Background: an optimization exercise with open tools, aiming at small area. Do not read the settings as production practice. The RTL was checked by simulation tests, not by an equivalence proof against the original design. No driver is modelled on the clock port, so clocking that relies on it looks cheaper here than on a real chip. Power is estimated from default activity; no workload was simulated.

$ cat flow/flow/run.sh
#!/bin/bash
# The standard layout, with the smallest buffer (buf_1) as each port's
# buffer, and a clock tree of clkbuf_4 without dummy loads in which the
# leaves that drive too much are upsized to clkbuf_8 (flow/post_cts.tcl).
set -euo pipefail
export BUFFER_PORTS_ARGS="-buffer_cell sky130_fd_sc_hd__buf_1"
export CTS_ARGS="-sink_clustering_enable -repair_clock_nets -buf_list sky130_fd_sc_hd__clkbuf_4 -dont_use_dummy_load"
export POST_CTS_TCL="$PWD/flow/post_cts.tcl"
bash standard.sh > standard_flow.log 2>&1
$ cat flow/flow/post_cts.tcl
# Sourced by ORFS at the end of its CTS step (POST_CTS_TCL). The tree is
# built from clkbuf_4; a leaf buffer whose flip-flops would see a clock slew
# above 112 ps (placement estimate) is upsized to clkbuf_8, then the
# placement is legalized again.
estimate_parasitics -placement
set my_upsized 0
foreach inst [get_cells clkbuf_*] {
  set out [get_pins -of_objects $inst -filter "direction==output"]
  set worst 0.0
  foreach p [get_pins -of_objects [get_nets -of_objects $out] -filter "direction==input"] {
    set w [expr {max([get_property $p slew_max_rise], [get_property $p slew_max_fall])}]
    if {$w > $worst} { set worst $w }
  }
  if {$worst > 0.112 && [get_property [get_lib_cells -of_objects $inst] name] eq "sky130_fd_sc_hd__clkbuf_4"} {
    replace_cell $inst sky130_fd_sc_hd__clkbuf_8
    incr my_upsized
  }
}
puts "post_cts: upsized $my_upsized clock buffers"
detailed_placement
check_placement -verbose
estimate_parasitics -placement
$ cat flow/standard.sh
#!/bin/bash
# synth_recipe.tcl (not shown) runs the flow's synth.tcl, then flattens the netlist and writes it again
# the make line also repeats each setting of config.mk as NAME=value (left out here)
make -C /OpenROAD-flow-scripts/flow DESIGN_CONFIG=/design/flow/config.mk WORK_HOME=/design/flow/orfs CLKGATE_MAP_FILE= SYNTH_SCRIPT=/design/flow/synth_recipe.tcl "${@:-finish}"
$ cat flow/config.mk
export PLATFORM = sky130hd
export DESIGN_NAME = wt440hrx_core
export DESIGN_NICKNAME = wt440hrx_core
export VERILOG_FILES = /design/flow/design.v
export SDC_FILE = /design/flow/constraint.sdc
export NUM_CORES = 4
export LEC_CHECK = 0
export CAP_MARGIN = 20
export CORE_MARGIN = 2
export CORE_UTILIZATION = 85
export SLEW_MARGIN = 20
export SYNTH_HIERARCHICAL = 1
$ cat flow/constraint.sdc
create_clock -name core_clock -period 14.0 [get_ports {clk}]
set_input_delay 2.8000 -clock core_clock [delete_from_list [all_inputs] [get_ports {clk}]]
set_output_delay 2.8000 -clock core_clock [all_outputs]
set_load 0.01 [all_outputs]
$ cat flow/design.v
module wt440hrx_core #(
    parameter [31:0] BIT_LEN      = 32'd2000,
    parameter [31:0] TOL          = 32'd200,
    parameter [31:0] DEDUP_WINDOW = 32'd1000000,
    parameter        LAYOUT       = 0
) (
    input  wire               clk,
    input  wire               rst,
    input  wire               edge_valid,
    input  wire [31:0]        edge_ts,
    output wire               bit_valid,
    output wire               bit_value,
    output wire [31:0]        bit_ts,
    output wire               fr_valid,
    output wire               fr_dup,
    output wire               rd_valid,
    output wire [3:0]         rd_house,
    output wire [1:0]         rd_channel,
    output wire [1:0]         rd_status,
    output wire               rd_batt,
    output wire [7:0]         rd_hum,
    output wire [7:0]         rd_tint,
    output wire [3:0]         rd_tfrac,
    output wire [1:0]         rd_seq,
    output wire [31:0]        rd_ts,
    output wire [2:0]         rd_channel_rep,
    output wire signed [12:0] rd_temp_x16
);
    localparam [31:0] BIT_LOW      = BIT_LEN - TOL;
    localparam [31:0] BIT_HIGH     = BIT_LEN + TOL;
    localparam [31:0] HALFBIT_LOW  = (BIT_LEN >> 1) - (TOL >> 1);
    localparam [31:0] HALFBIT_HIGH = (BIT_LEN >> 1) + (TOL >> 1);
    localparam [31:0] AGE_K        = 32'd0 - DEDUP_WINDOW;
    localparam [13:0] AGE_KM       = AGE_K[19:6];
    localparam [6:0]  AGE_KU       = AGE_KM[13:7];
    localparam [6:0]  AGE_KL       = AGE_KM[6:0];
    wire [31:0] nts = ~edge_ts;
    reg        ld_first;    
    reg        ld_half;     
    reg [31:0] last_ts;     
    reg [31:0] prev_ts;     
    reg [5:0]  idx;         
    reg [1:0]  csum;        
    reg [29:0] sr;          
    reg        dd_valid;
    reg [27:0] dd_f;        
    reg [31:0] dd_ts;       
    wire [11:0] nd, ng;
    wire [12:1] cd, cg;
    wire [31:12] pd, pg;
    wire [30:12] gd, gg;
    wt440_ha u_d0 (.x(nts[0]), .y(last_ts[0]), .s(nd[0]), .co(cd[1]));
    wt440_ha u_g0 (.x(nts[0]), .y(prev_ts[0]), .s(ng[0]), .co(cg[1]));
    genvar i;
    generate
        for (i = 1; i < 12; i = i + 1) begin : g_lo
            wt440_fa u_d (.x(nts[i]), .y(last_ts[i]), .c(cd[i]), .s(nd[i]), .co(cd[i+1]));
            wt440_fa u_g (.x(nts[i]), .y(prev_ts[i]), .c(cg[i]), .s(ng[i]), .co(cg[i+1]));
        end
        for (i = 12; i < 31; i = i + 1) begin : g_hi
            wt440_ha u_d (.x(nts[i]), .y(last_ts[i]), .s(pd[i]), .co(gd[i]));
            wt440_ha u_g (.x(nts[i]), .y(prev_ts[i]), .s(pg[i]), .co(gg[i]));
        end
    endgenerate
    assign pd[31] = nts[31] ^ last_ts[31];
    assign pg[31] = nts[31] ^ prev_ts[31];
    wire d_hz = ((pd[12] ^ cd[12]) && ((pd[31:13] ^ gd[30:12]) == 19'h7FFFF));
    wire g_hz = ((pg[12] ^ cg[12]) && ((pg[31:13] ^ gg[30:12]) == 19'h7FFFF));
    wire [11:0] d = ~nd;
    wire [11:0] g = ~ng;
    wire [5:0]  a_g = nts[5:0] & dd_ts[5:0];
    wire [5:0]  a_t = nts[5:0] | dd_ts[5:0];
    wire a_g10 = a_g[1] | (a_t[1] & a_g[0]);
    wire a_g32 = a_g[3] | (a_t[3] & a_g[2]);
    wire a_t32 = a_t[3] & a_t[2];
    wire a_g54 = a_g[5] | (a_t[5] & a_g[4]);
    wire a_t54 = a_t[5] & a_t[4];
    wire a_c6  = a_g54 | (a_t54 & (a_g32 | (a_t32 & a_g10)));
    wire [12:6]  nal;
    wire [13:7]  cal;
    wire [6:0]   u0;
    wire [20:14] cau;
    wire [31:20] pa;
    wire [30:20] ga;
    wt440_fa u_al6 (.x(nts[6]), .y(dd_ts[6]), .c(a_c6), .s(nal[6]), .co(cal[7]));
    wt440_ha u_au0 (.x(nts[13]), .y(dd_ts[13]), .s(u0[0]), .co(cau[14]));
    generate
        for (i = 7; i < 13; i = i + 1) begin : g_al
            wt440_fa u_a (.x(nts[i]), .y(dd_ts[i]), .c(cal[i]), .s(nal[i]), .co(cal[i+1]));
        end
        for (i = 14; i < 20; i = i + 1) begin : g_au
            wt440_fa u_a (.x(nts[i]), .y(dd_ts[i]), .c(cau[i]), .s(u0[i-13]), .co(cau[i+1]));
        end
        for (i = 20; i < 31; i = i + 1) begin : g_ah
            wt440_ha u_a (.x(nts[i]), .y(dd_ts[i]), .s(pa[i]), .co(ga[i]));
        end
    endgenerate
    assign pa[31] = nts[31] ^ dd_ts[31];
    wire a_c13  = cal[13];
    wire u_max  = (u0 == 7'h7F);
    wire a_c20  = cau[20] || (a_c13 && u_max);
    wire l_ge   = (nal >= AGE_KL);
    wire u_gt   = a_c13 ? (u0 >= AGE_KU && !u_max) : (u0 > AGE_KU);
    wire u_eq   = a_c13 ? (u0 == AGE_KU - 7'd1) : (u0 == AGE_KU);
    wire a_hz   = ((pa[20] ^ a_c20) && ((pa[31:21] ^ ga[30:20]) == 11'h7FF));
    wire age_lt = a_hz && (u_gt || (u_eq && l_ge));
    wire in_full = d_hz && (d >= BIT_LOW[11:0]) && (d <= BIT_HIGH[11:0]);
    wire in_half = d_hz && (d >= HALFBIT_LOW[11:0]) && (d <= HALFBIT_HIGH[11:0]);
    wire emit    = !ld_first && (ld_half ? in_half : in_full);
    assign bit_valid = edge_valid && !rst && emit;
    assign bit_value = ld_half;
    assign bit_ts    = edge_ts;
    always @(posedge clk) begin
        if (rst)
            ld_first <= 1'b1;
        else if (edge_valid)
            ld_first <= 1'b0;
    end
    always @(posedge clk) begin
        if (edge_valid) begin
            ld_half <= !ld_first && !ld_half && in_half;
            last_ts <= edge_ts;
        end
    end
    wire idx0       = (idx == 6'd0);
    wire pre_idx    = (idx[5:2] == 4'd0);
    wire last_bit   = (idx == 6'd35);
    wire spacing_ok = idx0 || (g_hz && (g >= BIT_LOW[11:0]) && (g <= BIT_HIGH[11:0]));
    wire pre_ok     = !pre_idx || (bit_value == !idx[1]);
    wire accept     = spacing_ok && pre_ok;
    wire parity_ok  = !csum[0] && (csum[1] == bit_value);
    assign fr_valid = bit_valid && accept && last_bit && parity_ok;
    always @(posedge clk) begin
        if (rst)
            idx <= 6'd0;
        else if (bit_valid)
            idx <= (!accept || last_bit) ? 6'd0 : idx + 6'd1;
    end
    always @(posedge clk) begin
        if (bit_valid) begin
            if (pre_idx)
                csum <= 2'b11;
            else if (idx[0])
                csum[1] <= csum[1] ^ bit_value;
            else
                csum[0] <= csum[0] ^ bit_value;
        end
    end
    always @(posedge clk) begin
        if (bit_valid && idx != 6'd34)
            sr <= {sr[28:0], bit_value};
    end
    always @(posedge clk) begin
        if (bit_valid)
            prev_ts <= edge_ts;
    end
    assign rd_house   = sr[29:26];
    assign rd_channel = sr[25:24];
    assign rd_status  = sr[23:22];
    assign rd_batt    = sr[21];
    assign rd_hum     = {1'b0, sr[20:14]};
    assign rd_tint    = sr[13:6];
    assign rd_tfrac   = sr[5:2];
    assign rd_seq     = sr[1:0];
    assign rd_ts      = edge_ts;
    wire same = (sr[29:2] == dd_f);
    assign fr_dup   = dd_valid && same && age_lt;
    assign rd_valid = fr_valid && !fr_dup;
    always @(posedge clk) begin
        if (rst)
            dd_valid <= 1'b0;
        else if (rd_valid)
            dd_valid <= 1'b1;
    end
    always @(posedge clk) begin
        if (rd_valid) begin
            dd_f  <= sr[29:2];
            dd_ts <= edge_ts;
        end
    end
    assign rd_channel_rep = {1'b0, rd_channel} + 3'd1;
    assign rd_temp_x16    = {{1'b0, rd_tint} - 9'd50, rd_tfrac};
endmodule
module wt440_fa (
    input  wire x,
    input  wire y,
    input  wire c,
    output wire s,
    output wire co
);
    assign s  = x ^ y ^ c;
    assign co = (x & y) | (x & c) | (y & c);
endmodule
module wt440_ha (
    input  wire x,
    input  wire y,
    output wire s,
    output wire co
);
    assign s  = x ^ y;
    assign co = x & y;
endmodule
==> results of run 1 <==
-- sequential cells by signal, indices dropped and copies added (netlist names) --
| signal | cells |
|---|---|
| dd_ts | 32 |
| dd_valid | 1 |
| idx | 6 |
| dd_f | 28 |
| sr | 30 |
| ld_half | 1 |
| ld_first | 1 |
| csum | 2 |
| last_ts | 32 |
| prev_ts | 32 |
-- cell usage after synthesis, types with 4 or more instances --
master                     number  area (um2)
sky130_fd_sc_hd__a21oi_1        8        40.0
sky130_fd_sc_hd__a31oi_1        4        25.0
sky130_fd_sc_hd__buf_4         70         526
sky130_fd_sc_hd__dfxtp_1        8         160
sky130_fd_sc_hd__edfxtp_1     157        4710
sky130_fd_sc_hd__fa_1          35         701
sky130_fd_sc_hd__ha_1          57         713
sky130_fd_sc_hd__inv_1         40         150
sky130_fd_sc_hd__maj3_2         5        56.3
sky130_fd_sc_hd__nand2_1       15        56.3
sky130_fd_sc_hd__nand2b_1       7        43.8
sky130_fd_sc_hd__nand3_1        4        20.0
sky130_fd_sc_hd__nand4_1       16         100
sky130_fd_sc_hd__nor2_1         9        33.8
sky130_fd_sc_hd__nor3_1         6        30.0
sky130_fd_sc_hd__nor4_1        11        68.8
sky130_fd_sc_hd__o21ai_0        4        20.0
sky130_fd_sc_hd__xnor2_1       48         420
sky130_fd_sc_hd__xor2_1        43         377
-- stage by stage --
| stage | power (uW) | setup WS (ns) | instance area [um2] | hold WS (ns) | instances |
|---|---|---|---|---|---|
| 2_1_floorplan | 642 | 0.0410 | 8640 | 0.418 | 591 |
| 3_3_place_gp | 662 | 1.21 | 8860 | 0.436 | 803 |
| 3_5_place_dp | 673 | 1.03 | 8860 | 0.450 | 803 |
| 5_1_grt | 897 | 0.728 | 9010 | 0.469 | 820 |
| 6_report | 871 | 1.00 | 9010 | 0.461 | 820 |
-- layout make-up --
| cell class | count | area, um2 |
|---|---|---|
| Timing Repair Buffer | 153 | 591 |
| Multi-Input combinational cell | 312 | 3080 |
| Clock buffer | 17 | 153 |
| Fill cell | 356 | 808 |
| Inverter | 40 | 150 |
| Tap cell | 133 | 166 |
| Sequential cell | 165 | 4870 |
-- kinds of logic (layout without fill, tap and decap cells) --
group | after synthesis | count (layout) | share of synthesized area (%)
XOR/XNOR | 91 | 91 | 9.23
buffers and inverters | 114 | 210 | 8.02
AO/OA/AOI/OAI | 33 | 33 | 2.99
other | 1 | 1 | 0.0434
AND/OR/NAND/NOR | 90 | 90 | 6.20
adder cells (fa/ha/maj) | 97 | 97 | 17.0
flip-flops | 165 | 165 | 56.5
-- Yosys stat by module (local to each module, per instance) --
| module | cells inside | times used | cell area [um2] |
|---|---|---|---|
| wt440_ha | 1 | 52 | 12.5 |
| wt440_fa | 1 | 35 | 20.0 |
| wt440hrx_core | 504 | 1 | 7280 |
-- worst max-delay path: stages --
cell and delay [ns]:
sky130_fd_sc_hd__buf_1 0.21, sky130_fd_sc_hd__inv_1 0.11, sky130_fd_sc_hd__ha_1 0.21, sky130_fd_sc_hd__fa_1 0.45, sky130_fd_sc_hd__fa_1 0.47, sky130_fd_sc_hd__fa_1 0.47
sky130_fd_sc_hd__fa_1 0.46, sky130_fd_sc_hd__fa_1 0.48, sky130_fd_sc_hd__fa_1 0.48, sky130_fd_sc_hd__fa_1 0.48, sky130_fd_sc_hd__fa_1 0.47, sky130_fd_sc_hd__fa_1 0.47
sky130_fd_sc_hd__fa_1 0.47, sky130_fd_sc_hd__fa_1 0.56, sky130_fd_sc_hd__or4b_4 0.47, sky130_fd_sc_hd__a2111oi_4 0.32, sky130_fd_sc_hd__a2bb2oi_2 0.23, sky130_fd_sc_hd__nor4_4 0.39
sky130_fd_sc_hd__buf_1 0.20
-- power by group through the flow --
| stage | Clock (uW) | Sequential [uW] | Combinational, uW |
|---|---|---|---|
| 6_report | 206 | 549 | 116 |
| 5_1_grt | 224 | 550 | 124 |
| 3_5_place_dp | 0 | 560 | 113 |
| 3_3_place_gp | 0 | 560 | 103 |
| 2_1_floorplan | 0 | 559 | 83.3 |
-- worst paths after layout --
kind / to / slack, ns / cells past startpoint
worst min register to register: sr[2] / 0.46 / 0
worst max register to register: dd_ts[2] / 5.52 / 17
worst max-delay path: rd_valid / 1.00 / 19
worst min-delay path: sr[2] / 0.46 / 0
-- layer usage --
| metal | vias to the layer above | routed length, um | GRT usage [%] | part of all wire [%] |
|---|---|---|---|---|
| met4 | 0 | 716 | 13.7 | 3.8 |
| li1 | 2239 | - | - | - |
| met1 | 2538 | 6580 | 43.1 | 35 |
| met3 | 67 | 1820 | 8.30 | 9.7 |
| met5 | - | 0 | 0 | 0 |
| met2 | 396 | 9630 | 61.2 | 51 |
==> flow_metrics.py, run 1 <==
metrics = {
    "logic_synthesis": {
        "synthCells": 591,
        "ys.warnings.count": 7,
        "synth_seq_area_share_pct": 56.5,
        "synthesis.area_um2": 8630,
        "synth_enable_flop_cells": 157,
        "synth_async_sr_flop_share_pct": 0,
        "synth_flop_cell": "sky130_fd_sc_hd__edfxtp_1",
        "post_synth.cell_area_avg_um2": 14.6,
        "synth_seq_cells": 165,
        "synth.lib_cells_used.distinct": 49,
        "syn-num-nets": 718,
    },
    "pwr": {
        "power.internal_uw": 658,
        "power.combinational.fraction_pct": 13.3,
        "p_leak_uw": 0.00319,
        "power.share.switching_pct": 24.4,
        "vdd_ir_drop_max_v": 0.0000747,
        "p_seq_share_pct": 63.0,
        "power_per_cell_area_nw_per_um2": 96.7,
        "clock_power_share_pct": 23.7,
        "net-switching-power_uw": 213,
    },
    "final_layout": {
        "layout.cells.most_common": "sky130_fd_sc_hd__edfxtp_1",
        "drive_above_1_share_pct": 5.09,
        "most-common-layout-cells": "sky130_fd_sc_hd__edfxtp_1, sky130_fd_sc_hd__buf_1, sky130_fd_sc_hd__ha_1, sky130_fd_sc_hd__xnor2_1, sky130_fd_sc_hd__xor2_1",
        "finish.utilization_pct": 91.8,
        "layout.nets": 816,
        "area.growth.synth_to_final_pct": 4.41,
        "number_of_antenna_diodes": 0,
    },
    "setup_path": {
        "reg2reg_from": "prev_ts[0]",
        "cp-startpoint": "edge_ts[0]",
        "timing.critical_path.required_ns": 11.20,
        "worstPathMaxFanout": 10,
        "crit_arrival_ns": 10.20,
        "worstSetupStartpointType": "input pin",
        "timing.setup.critical_path_class": "in -> out",
        "endpoint_class_of_the_critical_path": "output pin",
    },
    "drt": {
        "first_pass_iters": 7,
        "detail_route.wirelength_um": 18700,
        "route.vias.total": 5240,
        "drt-initial-drc-count": 589,
        "number_of_vias_per_cell_after_detailed_routing": 6.39,
        "remaining_drc_errors": 0,
        "wl_per_cell_um": 22.9,
        "postRouteAntennaNets": 0,
    },
    "grt": {
        "grt_pass1_vias": 5296,
        "global_route_wire_length_before_repair_um": 28400,
        "antenna_found_initial": 0,
        "pin_count_of_the_biggest_net_entering_global_routing": 62,
        "grt_util_all_layers_pct": 35.2,
        "grt-ovfl-total": 0,
    },
    "clock_tree": {
        "cts_tree": "built",
        "clock_sinks": 165,
        "clkLatencyLatePin_ns": 0.45,
        "clk_transition_reported_paths_ns": 0.10,
    },
    "die": {
        "initial_utilization_pct": 87.9,
        "design.core.area_um2": 9820,
        "fp.dieH_um": 105,
        "design.die.area_um2": 11000,
        "die_x_um": 105,
        "ioPinCount": 151,
        "rows": 36,
    },
    "status": {
        "outcome": "no timing/DRC/antenna violations",
    },
    "hold_path": {
        "hold_class": "reg -> reg",
        "start_point_of_the_worst_hold_path": "sr[1]",
    },
    "timing": {
        "final_hold_violating_endpoints": 0,
        "rsz0062_at_grt": "no",
        "totalNegativeSetupSlack_ns": 0,
        "finalCritPeriodShare_pct": 92.8,
        "fin_worst_skew_ns": 0.0380,
        "finalMaxSlewViolations": 0,
        "final-setup-viol-count": 0,
        "worst_slew_pin_slew_ns": 0.977,
        "slew_headroom_pct": 34.9,
        "fmaxAchievable_mhz": 76.9,
        "fin_crit_ns": 13.00,
    },
    "flow_run": {
        "drv_cap": 0,
    },
    "place": {
        "dp_hpwl_um": 14000,
        "place_congestion": 0.873,
        "port_buffer_count": 149,
    },
}
==> run 2: changes to the inputs <==
--- a/flow/config.mk
+++ b/flow/config.mk
@@ -7,6 +7,6 @@
 export LEC_CHECK = 0
 export CAP_MARGIN = 20
 export CORE_MARGIN = 2
-export CORE_UTILIZATION = 85
+export CORE_UTILIZATION = 40
 export SLEW_MARGIN = 20
 export SYNTH_HIERARCHICAL = 1
==> flow_metrics.py, run 2 <==
metrics = {
    "status": {
        "outcome": "no timing/DRC/antenna violations",
    },
    "drt": {
        "wl_per_cell_um": 17.3,
        "postRouteAntennaNets": 0,
        "drt-initial-drc-count": 209,
        "number_of_vias_per_cell_after_detailed_routing": 4.90,
        "remaining_drc_errors": 0,
        "route.vias.total": 4718,
        "first_pass_iters": 5,
        "detail_route.wirelength_um": 16600,
    },
    "logic_synthesis": {
        "synth_compound_area_share_pct": 2.99,
        "synth_enable_flop_cells": 157,
        "synthSimpleGateAreaFrac_pct": 6.20,
        "syn-num-nets": 718,
        "largest_family_of_logic_cells_by_synthesized_area": "adder cells",
        "synth_top_area_share_pct": 54.6,
        "synth_seq_cells": 165,
        "ys.warnings.count": 7,
        "synthCells": 591,
        "synth.most_common_cell": "sky130_fd_sc_hd__edfxtp_1",
        "yosys-mux-area-fraction_pct": 0,
        "synth_async_sr_flop_share_pct": 0,
        "synth-adder-area-share_pct": 17.0,
        "synth_flop_cell": "sky130_fd_sc_hd__edfxtp_1",
        "post_synth.cell_area_avg_um2": 14.6,
        "post-synth-top-area-cell": "sky130_fd_sc_hd__edfxtp_1",
        "synth_common_cells": "sky130_fd_sc_hd__edfxtp_1, sky130_fd_sc_hd__buf_4, sky130_fd_sc_hd__ha_1, sky130_fd_sc_hd__xnor2_1, sky130_fd_sc_hd__xor2_1",
        "synth.lib_cells_used.distinct": 49,
        "synth_xor_area_share_pct": 9.23,
        "post_synth_main_area_contributors": "sky130_fd_sc_hd__edfxtp_1, sky130_fd_sc_hd__ha_1, sky130_fd_sc_hd__fa_1",
        "synth_seq_area_share_pct": 56.5,
        "synthesis.area_um2": 8630,
    },
    "pwr": {
        "clock_power_share_pct": 25.6,
        "power.internal_uw": 672,
        "power_per_cell_area_nw_per_um2": 95.5,
        "vdd_ir_drop_max_v": 0.0000502,
        "p_leak_uw": 0.00321,
        "power.combinational.fraction_pct": 12.2,
        "p_seq_share_pct": 62.2,
        "power.share.switching_pct": 23.7,
        "net-switching-power_uw": 209,
    },
    "timing": {
        "final-setup-viol-count": 0,
        "worst_slew_pin_slew_ns": 1.01,
        "finalMaxSlewViolations": 0,
        "rsz0062_at_grt": "no",
        "totalNegativeSetupSlack_ns": 0,
        "timing.final.ws_setup_ns": 1.23,
        "fin_crit_ns": 12.77,
        "fin_worst_skew_ns": 0.0309,
        "final_hold_violating_endpoints": 0,
        "fmaxAchievable_mhz": 78.3,
        "slew_headroom_pct": 32.3,
        "finalCritPeriodShare_pct": 91.2,
    },
    "final_layout": {
        "layout.nets": 816,
        "drive_above_1_share_pct": 5.09,
        "area.growth.synth_to_final_pct": 6.92,
        "number_of_antenna_diodes": 0,
        "top_regs": "dd_ts (32), last_ts (32), prev_ts (32)",
        "nFillCells": 1943,
        "layout.cells.most_common": "sky130_fd_sc_hd__edfxtp_1",
        "most-common-layout-cells": "sky130_fd_sc_hd__edfxtp_1, sky130_fd_sc_hd__buf_1, sky130_fd_sc_hd__ha_1, sky130_fd_sc_hd__xnor2_1, sky130_fd_sc_hd__xor2_1",
    },
    "setup_path": {
        "endpoint_class_of_the_critical_path": "output pin",
        "crit_arrival_ns": 9.97,
        "regToRegEndpoint": "dd_f[2]",
        "r2r.worst_path.cells": 17,
        "reg2reg_from": "prev_ts[0]",
        "worstSetupStartpointType": "input pin",
        "timing.critical_path.required_ns": 11.20,
        "timing.setup.critical_path_class": "in -> out",
        "regToRegSetupSlack_ns": 5.74,
        "worstPathMaxFanout": 10,
    },
    "clock_tree": {
        "cts_tree": "built",
        "clock_sinks": 165,
        "clkLatencyLatePin_ns": 0.44,
        "clk_transition_reported_paths_ns": 0.09,
    },
    "die": {
        "ioPinCount": 151,
        "fp.dieH_um": 151,
        "design.die.area_um2": 22800,
        "initial_utilization_pct": 40.9,
        "die_x_um": 151,
        "rows": 53,
        "design.core.area_um2": 21100,
    },
    "grt": {
        "pin_count_of_the_biggest_net_entering_global_routing": 62,
        "grt_util_all_layers_pct": 15.3,
        "grt_pass1_vias": 4727,
        "global_route_wire_length_before_repair_um": 25700,
        "grt-ovfl-total": 0,
        "antenna_found_initial": 0,
    },
    "hold_path": {
        "min_path_cells": 0,
        "hold-path-endpoint": "sr[2]",
        "start_point_of_the_worst_hold_path": "sr[1]",
        "hold_class": "reg -> reg",
    },
    "flow_run": {
        "drv_cap": 0,
    },
    "place": {
        "dp_hpwl_um": 12400,
        "place_congestion": 0.836,
        "port_buffer_count": 149,
        "dp_slack_ns": 1.11,
    },
}
-- run 2: cell counts after synthesis --
Identical to the previous run, type by type.
-- run 2: cell families after synthesis --
| family | count (synthesis) |
|---|---|
| xor gates and xnor gates | 91 |
| buffers and inverters | 114 |
| and+or+nand+nor | 90 |
| other | 1 |
| DFF | 165 |
| adders and majority gates | 97 |
| AOI/OAI and AO/OA | 33 |
-- run 2: final cells by class --
type	instances	area, um2	share of cell area (%)
sequential	165	4870	52.8
timing repair buffer	153	591	6.40
clock buffer	17	184	1.99
multi-input combinational	312	3080	33.4
tap	275	344	3.73
inverter	40	150	1.63
-- run 2: power by group through the flow --
stage | Combinational (uW) | Clock [uW] | Sequential, uW
final | 107 | 226 | 548
after global routing | 122 | 254 | 549
after detailed placement | 108 | 0 | 560
after global placement | 106 | 0 | 560
after floorplan | 83.3 | 0 | 559
-- run 2: critical path: stages --
cell	delay (ns)
sky130_fd_sc_hd__buf_1	0.20
sky130_fd_sc_hd__inv_1	0.10
sky130_fd_sc_hd__ha_1	0.21
sky130_fd_sc_hd__fa_1	0.45
sky130_fd_sc_hd__fa_1	0.46
sky130_fd_sc_hd__fa_1	0.46
sky130_fd_sc_hd__fa_1	0.46
sky130_fd_sc_hd__fa_1	0.45
sky130_fd_sc_hd__fa_1	0.46
sky130_fd_sc_hd__fa_1	0.46
sky130_fd_sc_hd__fa_1	0.46
sky130_fd_sc_hd__fa_1	0.46
sky130_fd_sc_hd__fa_1	0.46
sky130_fd_sc_hd__fa_1	0.55
sky130_fd_sc_hd__or4b_4	0.47
sky130_fd_sc_hd__a2111oi_4	0.32
sky130_fd_sc_hd__a2bb2oi_2	0.20
sky130_fd_sc_hd__nor4_4	0.35
sky130_fd_sc_hd__buf_1	0.18
-- run 2: metal layers --
layer | GRT usage, % | part of all wire, %
met4 | 5.37 | 0.78
met1 | 20.9 | 47
met3 | 2.95 | 4.4
met5 | 0 | 0
met2 | 24.6 | 48
-- run 2: worst max-delay path by stage --
stage	start	end	slack, ns	depth (start not counted)
detailed placement	edge_ts[0]	rd_valid	1.11	19
global route	edge_ts[0]	rd_valid	0.85	19
global placement	edge_ts[0]	rd_valid	1.21	19
floorplan	edge_ts[0]	rd_valid	0.04	17
finish	edge_ts[0]	rd_valid	1.23	19
-- run 2: modules after synthesis, one instance, submodules excluded --
module / cells inside / area, um2 / flip-flops and latches / copies in the design
wt440_fa: 1 / 20.0 / 0 / 35
wt440hrx_core: 504 / 7280 / 165 / 1
wt440_ha: 1 / 12.5 / 0 / 52
-- run 2: metrics by stage --
| stage | hold WS [ns] | utilization [%] | cells | power (uW) | cell area [um2] |
|---|---|---|---|---|---|
| 2_1_floorplan | 0.418 | - | 591 | 642 | 8640 |
| 3_3_place_gp | 0.429 | 42.9 | 945 | 666 | 9040 |
| 3_5_place_dp | 0.442 | 42.9 | 945 | 668 | 9040 |
| 5_1_grt | 0.470 | 43.8 | 962 | 925 | 9230 |
| 6_report | 0.459 | 43.8 | 962 | 881 | 9230 |
==> run 3: changes to the inputs <==
--- a/flow/config.mk
+++ b/flow/config.mk
@@ -5,8 +5,8 @@
 export SDC_FILE = /design/flow/constraint.sdc
 export NUM_CORES = 4
 export LEC_CHECK = 0
-export CAP_MARGIN = 20
+export CAP_MARGIN = 0
 export CORE_MARGIN = 2
 export CORE_UTILIZATION = 40
-export SLEW_MARGIN = 20
+export SLEW_MARGIN = 0
 export SYNTH_HIERARCHICAL = 1
==> flow_metrics.py, run 3 <==
metrics = {
    "status": {
        "outcome": "no timing/DRC/antenna violations",
    },
    "setup_path": {
        "regToRegSetupSlack_ns": 5.74,
        "endpoint_class_of_the_critical_path": "output pin",
        "worstPathMaxFanout": 10,
        "crit_arrival_ns": 9.97,
        "timing.critical_path.required_ns": 11.20,
        "worstSetupStartpointType": "input pin",
        "r2r.worst_path.cells": 17,
        "timing.setup.critical_path_class": "in -> out",
    },
    "logic_synthesis": {
        "synth_enable_flop_cells": 157,
        "synthCells": 591,
        "synth_async_sr_flop_share_pct": 0,
        "synth.most_common_cell": "sky130_fd_sc_hd__edfxtp_1",
        "synth.lib_cells_used.distinct": 49,
        "synth_top_area_share_pct": 54.6,
        "syn-num-nets": 718,
        "post_synth_main_area_contributors": "sky130_fd_sc_hd__edfxtp_1, sky130_fd_sc_hd__ha_1, sky130_fd_sc_hd__fa_1",
        "synth_seq_cells": 165,
        "synth_common_cells": "sky130_fd_sc_hd__edfxtp_1, sky130_fd_sc_hd__buf_4, sky130_fd_sc_hd__ha_1, sky130_fd_sc_hd__xnor2_1, sky130_fd_sc_hd__xor2_1",
        "post_synth.cell_area_avg_um2": 14.6,
        "synth_seq_area_share_pct": 56.5,
        "synth_flop_cell": "sky130_fd_sc_hd__edfxtp_1",
        "synthesis.area_um2": 8630,
        "post-synth-top-area-cell": "sky130_fd_sc_hd__edfxtp_1",
        "ys.warnings.count": 7,
    },
    "flow_run": {
        "drv_cap": 0,
    },
    "timing": {
        "final-setup-viol-count": 0,
        "worst_slew_pin_slew_ns": 1.01,
        "finalMaxSlewViolations": 0,
        "slew_headroom_pct": 32.3,
        "rsz0062_at_grt": "no",
        "fin_crit_ns": 12.77,
        "fmaxAchievable_mhz": 78.3,
        "totalNegativeSetupSlack_ns": 0,
        "fin_worst_skew_ns": 0.0309,
        "finalCritPeriodShare_pct": 91.2,
        "final_hold_violating_endpoints": 0,
    },
    "grt": {
        "antenna_found_initial": 0,
        "pin_count_of_the_biggest_net_entering_global_routing": 62,
        "grt_pass1_vias": 4727,
        "grt_util_all_layers_pct": 15.3,
        "global_route_wire_length_before_repair_um": 25700,
        "grt-ovfl-total": 0,
    },
    "drt": {
        "number_of_vias_per_cell_after_detailed_routing": 4.90,
        "first_pass_iters": 5,
        "postRouteAntennaNets": 0,
        "remaining_drc_errors": 0,
        "wl_per_cell_um": 17.3,
        "route.vias.total": 4718,
        "detail_route.wirelength_um": 16600,
        "drt-initial-drc-count": 209,
    },
    "die": {
        "design.core.area_um2": 21100,
        "die_x_um": 151,
        "fp.dieH_um": 151,
        "ioPinCount": 151,
        "rows": 53,
        "initial_utilization_pct": 40.9,
        "design.die.area_um2": 22800,
    },
    "place": {
        "port_buffer_count": 149,
        "placedInstanceArea_um2": 9040,
        "dp_hpwl_um": 12400,
        "place_congestion": 0.836,
    },
    "hold_path": {
        "min_path_cells": 0,
        "hold_class": "reg -> reg",
    },
    "pwr": {
        "p_leak_uw": 0.00321,
        "power_per_cell_area_nw_per_um2": 95.5,
        "vdd_ir_drop_max_v": 0.0000502,
    },
    "final_layout": {
        "drive_above_1_share_pct": 5.09,
        "nFillCells": 1943,
        "number_of_antenna_diodes": 0,
        "layout.cells.most_common": "sky130_fd_sc_hd__edfxtp_1",
        "top_regs": "dd_ts (32), last_ts (32), prev_ts (32)",
        "layout.nets": 816,
        "most-common-layout-cells": "sky130_fd_sc_hd__edfxtp_1, sky130_fd_sc_hd__buf_1, sky130_fd_sc_hd__ha_1, sky130_fd_sc_hd__xnor2_1, sky130_fd_sc_hd__xor2_1",
        "area.growth.synth_to_final_pct": 6.92,
        "finalInstanceArea_um2": 9230,
    },
    "clock_tree": {
        "clkLatencyLatePin_ns": 0.44,
        "clock_sinks": 165,
        "cts_tree": "built",
        "clk_transition_reported_paths_ns": 0.09,
    },
}
run 3: cell families (layout without fill, tap and decap cells):
| group | after synthesis | after routing | synth area share (%) |
|---|---|---|---|
| flops | 165 | 165 | 56.5 |
| buf+inv | 114 | 210 | 8.02 |
| fa+ha+maj | 97 | 97 | 17.0 |
| xor+xnor | 91 | 91 | 9.23 |
| simple gates | 90 | 90 | 6.20 |
| compound gates | 33 | 33 | 2.99 |
| other cells | 1 | 1 | 0.0434 |
run 3: per-layer routing:
metal  wire (um)  vias up  GRT usage, %
li1            -     2235             -
met1        7850     2315          20.9
met2        7930      158          24.6
met3         729       10          2.95
met4         129        0          5.37
met5           0        -             0
run 3: where the power goes:
| part | switching (uW) | internal (uW) |
|---|---|---|
| combinational | 63.8 | 43.5 |
| clock | 142 | 83.7 |
| sequential | 3.45 | 545 |
run 3: final cells by class:
cell class	instances	area [um2]	area share, %
multi-input combinational	312	3080	33.4
inverter	40	150	1.63
timing repair buffer	153	591	6.40
tap	275	344	3.73
clock buffer	17	184	1.99
sequential	165	4870	52.8
run 3: Yosys stat by module (local to each module, per instance):
module	flip-flops and latches	area, um2	times used
wt440hrx_core	165	7280	1
wt440_fa	0	20.0	35
wt440_ha	0	12.5	52
run 3: path summary, 6_finish.rpt:
path,start,end
min reg2reg,sr[1],sr[2]
max reg2reg,prev_ts[0],dd_f[2]
max,edge_ts[0],rd_valid
min,sr[1],sr[2]
run 3: metrics by stage:
step,power (uW),hold slack (ns),cells,setup WS [ns],utilization [%]
after floorplan,642,0.418,591,0.0410,-
final,881,0.459,962,1.23,43.8
after global routing,925,0.470,962,0.854,43.8
after global placement,666,0.429,945,1.21,42.9
after detailed placement,668,0.442,945,1.11,42.9
run 3: critical path: stages:
cell                        delay [ns]
sky130_fd_sc_hd__buf_1            0.20
sky130_fd_sc_hd__inv_1            0.10
sky130_fd_sc_hd__ha_1             0.21
sky130_fd_sc_hd__fa_1             0.45
sky130_fd_sc_hd__fa_1             0.46
sky130_fd_sc_hd__fa_1             0.46
sky130_fd_sc_hd__fa_1             0.46
sky130_fd_sc_hd__fa_1             0.45
sky130_fd_sc_hd__fa_1             0.46
sky130_fd_sc_hd__fa_1             0.46
sky130_fd_sc_hd__fa_1             0.46
sky130_fd_sc_hd__fa_1             0.46
sky130_fd_sc_hd__fa_1             0.46
sky130_fd_sc_hd__fa_1             0.55
sky130_fd_sc_hd__or4b_4           0.47
sky130_fd_sc_hd__a2111oi_4        0.32
sky130_fd_sc_hd__a2bb2oi_2        0.20
sky130_fd_sc_hd__nor4_4           0.35
sky130_fd_sc_hd__buf_1            0.18
==> run 4: changes to the inputs <==
--- a/flow/config.mk
+++ b/flow/config.mk
@@ -5,8 +5,8 @@
 export SDC_FILE = /design/flow/constraint.sdc
 export NUM_CORES = 4
 export LEC_CHECK = 0
-export CAP_MARGIN = 0
+export CAP_MARGIN = 20
 export CORE_MARGIN = 2
-export CORE_UTILIZATION = 40
-export SLEW_MARGIN = 0
+export CORE_UTILIZATION = 75
+export SLEW_MARGIN = 20
 export SYNTH_HIERARCHICAL = 1
==> flow_metrics.py, run 4 <==
metrics = {
    "setup_path": {
        "timing.critical_path.slowest_stage_cell": "sky130_fd_sc_hd__nand4_1",
        "endpoint_class_of_the_critical_path": "output pin",
        "cp_common_cell": "sky130_fd_sc_hd__fa_1",
        "timing.critical_path.slowest_cell_delay_ns": 0.60,
        "timing.critical_path.required_ns": 11.20,
        "regToRegSetupSlack_ns": 5.43,
        "timing.setup.critical_path_class": "in -> out",
        "r2r.worst_path.cells": 18,
        "crit_arrival_ns": 10.36,
        "regToRegEndpoint": "dd_f[5]",
        "reg2reg_from": "last_ts[0]",
        "critical_path.cell_chain": "buf_1 -> inv_1 -> ha_1 -> fa_1 -> fa_1 -> fa_1 -> fa_1 -> fa_1 -> fa_1 -> fa_1 -> fa_1 -> fa_1 -> fa_1 -> fa_1 -> nor2b_1 -> nand4_1 -> o211ai_1 -> nand4_1 -> nor4_4 -> buf_1",
        "worstSetupStartpointType": "input pin",
        "worstPathMaxFanout": 12,
    },
    "final_layout": {
        "layout.cells.most_common": "sky130_fd_sc_hd__edfxtp_1",
        "number_of_antenna_diodes": 0,
        "finalInstanceArea_um2": 9030,
        "finish.utilization_pct": 79.8,
        "area.growth.synth_to_final_pct": 4.61,
        "layout.nets": 815,
        "top_regs": "dd_ts (32), last_ts (32), prev_ts (32)",
        "most-common-layout-cells": "sky130_fd_sc_hd__edfxtp_1, sky130_fd_sc_hd__buf_1, sky130_fd_sc_hd__ha_1, sky130_fd_sc_hd__xnor2_1, sky130_fd_sc_hd__xor2_1",
        "drive_above_1_share_pct": 4.96,
    },
    "logic_synthesis": {
        "syn-num-nets": 718,
        "synth_async_sr_flop_share_pct": 0,
        "synthCells": 591,
        "synthSimpleGateAreaFrac_pct": 6.20,
        "post-synth-top-area-cell": "sky130_fd_sc_hd__edfxtp_1",
        "post_synth.cell_area_avg_um2": 14.6,
        "synth_xor_area_share_pct": 9.23,
        "synthesis.area_um2": 8630,
        "synth_seq_area_share_pct": 56.5,
        "ys.warnings.count": 7,
        "synth_seq_cells": 165,
        "synth_top_area_share_pct": 54.6,
        "synth-adder-area-share_pct": 17.0,
        "synth.most_common_cell": "sky130_fd_sc_hd__edfxtp_1",
        "synth_common_cells": "sky130_fd_sc_hd__edfxtp_1, sky130_fd_sc_hd__buf_4, sky130_fd_sc_hd__ha_1, sky130_fd_sc_hd__xnor2_1, sky130_fd_sc_hd__xor2_1",
        "synth.lib_cells_used.distinct": 49,
        "synth_enable_flop_cells": 157,
        "synth_flop_cell": "sky130_fd_sc_hd__edfxtp_1",
        "post_synth_main_area_contributors": "sky130_fd_sc_hd__edfxtp_1, sky130_fd_sc_hd__ha_1, sky130_fd_sc_hd__fa_1",
        "largest_family_of_logic_cells_by_synthesized_area": "adder cells",
        "synth_compound_area_share_pct": 2.99,
        "yosys-mux-area-fraction_pct": 0,
    },
    "clock_tree": {
        "clkLatencyLatePin_ns": 0.44,
        "clk_transition_reported_paths_ns": 0.08,
        "clock_sinks": 165,
        "cts_tree": "built",
    },
    "place": {
        "dp_hpwl_um": 12300,
        "port_buffer_count": 149,
        "place_congestion": 0.882,
        "placedInstanceArea_um2": 8860,
    },
    "timing": {
        "worst_hold_slack_ns": 0.460,
        "fin_worst_skew_ns": 0.0294,
        "totalNegativeSetupSlack_ns": 0,
        "finalCritPeriodShare_pct": 94.0,
        "rsz0062_at_grt": "no",
        "fin_crit_ns": 13.16,
        "fmaxAchievable_mhz": 76.0,
        "finalMaxSlewViolations": 0,
        "worst_slew_pin_slew_ns": 0.946,
        "slew_headroom_pct": 36.9,
        "final-setup-viol-count": 0,
        "final_hold_violating_endpoints": 0,
    },
    "drt": {
        "drt-initial-drc-count": 362,
        "detail_route.wirelength_um": 16500,
        "remaining_drc_errors": 0,
        "number_of_vias_per_cell_after_detailed_routing": 5.89,
        "route.vias.total": 4882,
        "first_pass_iters": 5,
        "wl_per_cell_um": 19.9,
        "postRouteAntennaNets": 0,
    },
    "grt": {
        "grt_util_all_layers_pct": 27.6,
        "grt_pass1_vias": 4920,
        "global_route_wire_length_before_repair_um": 25700,
        "antenna_found_initial": 0,
        "grt-ovfl-total": 0,
        "pin_count_of_the_biggest_net_entering_global_routing": 62,
    },
    "status": {
        "outcome": "no timing/DRC/antenna violations",
    },
    "pwr": {
        "power_per_cell_area_nw_per_um2": 96.2,
        "vdd_ir_drop_max_v": 0.0000744,
        "p_leak_uw": 0.00320,
    },
    "die": {
        "rows": 39,
        "design.die.area_um2": 12400,
        "initial_utilization_pct": 76.2,
        "ioPinCount": 151,
        "design.core.area_um2": 11300,
        "die_x_um": 111,
        "fp.dieH_um": 111,
    },
    "hold_path": {
        "start_point_of_the_worst_hold_path": "sr[1]",
        "hold-path-endpoint": "sr[2]",
        "hold_class": "reg -> reg",
        "min_path_cells": 0,
    },
    "flow_run": {
        "drv_cap": 0,
    },
}
## run 4: cell types whose count changed in the layout (fill, tap and decap cells not counted), sizes merged
| cell | previous run | this run |
|---|---|---|
| buf | 152 | 151 |
## run 4: stage by stage
step,cells,total power [uW],worst slack (ns)
floorplan,591,642,0.0410
global placement,812,663,1.02
detailed placement,812,668,0.810
global route,829,904,0.477
finish,829,869,0.845
## run 4: final cells by class
cell class              instances  area [um2]
clock buffers                  17         165
fillers                       663        2290
inverters                      40         150
multi-input cells             312        3080
flip-flops and latches        165        4870
well taps                     143         179
repair buffers                152         583
## run 4: Yosys stat by module (local to each module, per instance)
module	area [um2]	flip-flops and latches	cells inside
wt440hrx_core	7280	165	504
wt440_fa	20.0	0	1
wt440_ha	12.5	0	1
## run 4: worst max-delay path by stage
stage          startpoint  endpoint  slack (ns)  depth (start not counted)
5_1_grt        edge_ts[0]  rd_valid        0.48                         20
3_3_place_gp   edge_ts[0]  rd_valid        1.02                         20
6_report       edge_ts[0]  rd_valid        0.84                         20
3_5_place_dp   edge_ts[0]  rd_valid        0.81                         20
2_1_floorplan  edge_ts[0]  rd_valid        0.04                         17
## run 4: critical path, delay by kind of cell
family | cells | cell delay [ns]
buffers and inverters | 3 | 0.52
AOI/OAI and AO/OA | 1 | 0.20
and+or+nand+nor | 4 | 1.44
adders and majority gates | 12 | 5.40
## run 4: logic make-up after synthesis
| kind of cell | after synthesis |
|---|---|
| flops | 165 |
| buf+inv | 114 |
| fa+ha+maj | 97 |
| xor+xnor | 91 |
| simple gates | 90 |
| compound gates | 33 |
| other cells | 1 |
## run 4: where the power goes
group / total (uW) / switching, uW / internal, uW
clock: 212 / 137 / 74.7
sequential: 549 / 3.64 / 545
combinational: 109 / 64.8 / 43.9
total: 869 / 205 / 663
## run 4: metal layers
layer / track usage (%) / wire length, um / part of all wire, % / up-vias
met5: 0 / 0 / 0 / -
met4: 11.4 / 425 / 2.6 / 0
met3: 5.08 / 1040 / 6.3 / 31
met2: 45.9 / 8370 / 51 / 220
met1: 36.4 / 6650 / 40 / 2398
li1: - / - / - / 2233

==> re-timing with driven ports <==
How much do the figures lean on ideal ports? The routed layouts below were timed once more, with nothing changed but the port constraints. Step 1 (the two cells are an assumption about what drives the block):
set clk [get_ports {clk}]
set_driving_cell -lib_cell sky130_fd_sc_hd__clkbuf_16 $clk
set_driving_cell -lib_cell sky130_fd_sc_hd__buf_2 [delete_from_list [all_inputs] $clk]
Step 2 times the ports against the registers' clock, not the clock port: input delays grow and output delays shrink by t, the midpoint of the rising clock arrivals with the driver on. a / b / c = ideal / step 1 / step 2; a / b = the first two.
| run | t (ns) | setup slack, ns | worst setup path at the end |
|---|---|---|---|
| run 1 | 0.463 | 1.003 / 0.979 / 0.979 | input to output |
| run 2 | 0.462 | 1.228 / 1.203 / 1.203 | input to output |
| run 3 | 0.462 | 1.228 / 1.203 / 1.203 | input to output |
| run 4 | 0.457 | 0.845 / 0.810 / 0.810 | input to output |
After both steps setup and hold are still met in every run listed. The setup slack of run 4, which loses most, moves by -0.035 ns with the drivers and by -0.035 ns with both steps.
